Context: an optimization exercise on an open-source flow, tuned for small area, a short achievable clock period and few clock cycles. The choices shown serve that exercise and are no tape-out recipe.
In this exercise RTL edits were held to simulation tests only and were not proved equivalent to the original.
Power and IR drop assume default switching activity.

Design dither_mono, start of the top module:
module dither_mono #(
    parameter W = 32
) (
    input  wire        clk,
    input  wire        rst,
    input  wire        in_valid,
    output wire        in_ready,
    input  wire [15:0] in_pixel,
    input  wire        in_sof,
    input  wire [7:0]  cfg_thr,
    input  wire        cfg_dither,
    output wire        out_valid,
    input  wire        out_ready,
    output wire [7:0]  out_byte
);
    function [5:0] q7_off(input [6:0] s);
        case (s)
        7'd0: q7_off = 6'd0;
        7'd1: q7_off = 6'd0;
        7'd2: q7_off = 6'd0;
        7'd3: q7_off = 6'd1;
        7'd4: q7_off = 6'd1;
        7'd5: q7_off = 6'd2;
        7'd6: q7_off = 6'd2;
        7'd7: q7_off = 6'd3;
        7'd8: q7_off = 6'd3;
        7'd9: q7_off = 6'd3;
        7'd10: q7_off = 6'd4;
        7'd11: q7_off = 6'd4;
        7'd12: q7_off = 6'd5;
        7'd13: q7_off = 6'd5;
        7'd14: q7_off = 6'd6;
        7'd15: q7_off = 6'd6;
        7'd16: q7_off = 6'd7;
        7'd17: q7_off = 6'd7;
        7'd18: q7_off = 6'd7;
        7'd19: q7_off = 6'd8;
        7'd20: q7_off = 6'd8;
        7'd21: q7_off = 6'd9;
        7'd22: q7_off = 6'd9;
        7'd23: q7_off = 6'd10;
        7'd24: q7_off = 6'd10;
        7'd25: q7_off = 6'd10;
        7'd26: q7_off = 6'd11;
        7'd27: q7_off = 6'd11;
        7'd28: q7_off = 6'd12;
        7'd29: q7_off = 6'd12;
        7'd30: q7_off = 6'd13;
        7'd31: q7_off = 6'd13;
        7'd32: q7_off = 6'd14;
        7'd33: q7_off = 6'd14;
        7'd34: q7_off = 6'd14;
        7'd35: q7_off = 6'd15;
        7'd36: q7_off = 6'd15;
        7'd37: q7_off = 6'd16;
        7'd38: q7_off = 6'd16;
        7'd39: q7_off = 6'd17;
        7'd40: q7_off = 6'd17;
        7'd41: q7_off = 6'd17;
        7'd42: q7_off = 6'd18;
        7'd43: q7_off = 6'd18;
        7'd44: q7_off = 6'd19;
        7'd45: q7_off = 6'd19;
        7'd46: q7_off = 6'd20;
        7'd47: q7_off = 6'd20;
        7'd48: q7_off = 6'd21;
        7'd49: q7_off = 6'd21;
        7'd50: q7_off = 6'd21;
        7'd51: q7_off = 6'd22;
  ...
clock: 13.0 ns
lec_check: 0
cap_margin: 20
core_margin: 2
core_utilization: 40
cts_cluster_diameter: 60
cts_cluster_size: 25
place_density: 0.6
slew_margin: 20
standard.sh (not shown) runs the stock make flow with config.mk's settings and CLKGATE_MAP_FILE= SYNTH_SCRIPT=/design/flow/synth_recipe.tcl, a recipe that flattens the netlist after the stock synthesis.
==> flow/flow/run.sh <==
#!/bin/bash
# The standard layout, with every port buffered by a buf_4 instead of the
# default port buffer, and timing repair aiming for more setup slack than
# the clock period needs.
set -euo pipefail
export BUFFER_PORTS_ARGS="-buffer_cell sky130_fd_sc_hd__buf_4"
export SETUP_SLACK_MARGIN=9.3
bash standard.sh finish > flow_make.log 2>&1
The starting point went through all stages and came out clean.
Testbench counts at the start, summed over its fixed seeds: cycles 20,640.
Rerun with:
==> flow/run.sh (new file) <==
#!/bin/bash
# synth_recipe.tcl (not shown) runs the flow's synth.tcl, then flattens the netlist and writes it again
# the make line also repeats each setting of config.mk as NAME=value (left out here)
make -C /OpenROAD-flow-scripts/flow DESIGN_CONFIG=/design/flow/config.mk WORK_HOME=/design/flow/orfs CLKGATE_MAP_FILE= SYNTH_SCRIPT=/design/flow/synth_recipe.tcl finish
CTS_CLUSTER_DIAMETER = not set   (was 60)
CTS_CLUSTER_SIZE = not set   (was 25)
removed: flow/flow/run.sh
removed: flow/standard.sh
Routed wire length goes down by 2.0%.
Clock power goes up by 19%.
Non-clock buffer count goes down by 26.
Die area is unchanged.
Cell area barely changes.
Clock skew goes down by 0.026 ns.
Global-route usage goes up by 0.16 points.
Core utilization is about the same.
Sequential cell count is unchanged.

---

Setup of job 101:
Another version of the RTL of dither_mono (not shown whole).
Size: roughly 1900 cells after synthesis, roughly 620 flip-flops, ~40 I/O pins.
Settings: LEC_CHECK=0, CAP_MARGIN=20, CORE_MARGIN=2, CORE_UTILIZATION=65, CTS_CLUSTER_DIAMETER=60, CTS_CLUSTER_SIZE=25, PLACE_DENSITY=0.75, SLEW_MARGIN=20; clock period 13.0 ns.
==> flow/flow/run.sh <==
#!/bin/bash
# The standard layout, with every port buffered by a buf_4 instead of the
# default port buffer, and timing repair aiming for more setup slack than
# the clock period needs.
set -euo pipefail
export BUFFER_PORTS_ARGS="-buffer_cell sky130_fd_sc_hd__buf_4"
export SETUP_SLACK_MARGIN=9.3
bash standard.sh finish > flow_make.log 2>&1
In summary, job 101 completed successfully, with a layout that passed the timing, DRC and antenna checks.
Testbench counts of job 101, summed over its fixed seeds: cycles 20,640.
[inputs] job 102 vs job 101
# job 101
export LEC_CHECK = 0
export CAP_MARGIN = 20
export CORE_MARGIN = 2
export CORE_UTILIZATION = 65
export CTS_CLUSTER_DIAMETER = 60
export CTS_CLUSTER_SIZE = 25
export PLACE_DENSITY = 0.75
export SLEW_MARGIN = 20
create_clock -name core_clock -period 13.0 [get_ports {clk}]
# job 102
export LEC_CHECK = 0
export CAP_MARGIN = 20
export CORE_MARGIN = 2
export CORE_UTILIZATION = 60
export CTS_CLUSTER_DIAMETER = 60
export CTS_CLUSTER_SIZE = 25
export PLACE_DENSITY = 0.7
export SLEW_MARGIN = 20
create_clock -name core_clock -period 13.0 [get_ports {clk}]
--- outcome ---
Area overhead of the layout relative to synthesis: higher on job 101
Looking at global placement routability congestion across job 101 and job 102, the one that comes out higher is job 102.
Ratio of cells with drive above 1 in the final layout in job 102 is 0.78 points lower than in job 101
Against job 101, job 102 comes in 0.32 points lower on proportion of total power due to net switching.
Routed wire length, job 101 and job 102: smaller value in job 102
Delta (job 102 minus job 101): detailed-route wire length on metal 1 has increased, number of setup violations in the final report flat, global-route usage went down, worst slack after detailed placement grew by 52 ps.

-- port drivers added, routing unchanged --
No port has a modelled driver above. Below, the same layouts with a new extraction and two added sets of constraints.
Step 1 sets driving cells, clkbuf_16 on the clock port and buf_2 on the other inputs (assumed; they add their load-dependent delay and slew).
Step 2 also shifts input and output timing later by t, the mid clock arrival at the registers, as if the neighbouring blocks saw the same clock.
a / b / c = no drivers / after step 1 / after step 2; a / b = the first two.
| run | t (ns) | slack for setup (ns) | worst register clock-pin slew, ns |
|---|---|---|---|
| the first run of note 1 | 0.684 | 9.257 / 9.191 / 8.763 | 0.10 / 0.10 |
| the second run of note 1 | 0.665 | 8.444 / 8.444 / 8.444 | 0.06 / 0.06 |
| job 101 | 0.639 | 9.281 / 9.224 / 9.049 | 0.10 / 0.10 |
| job 102 | 0.632 | 9.278 / 9.225 / 9.057 | 0.10 / 0.10 |
After both steps every run listed still meets setup and hold. The setup slack of the first run of note 1, which loses most, moves by -0.066 ns with the drivers and by -0.494 ns with both steps.
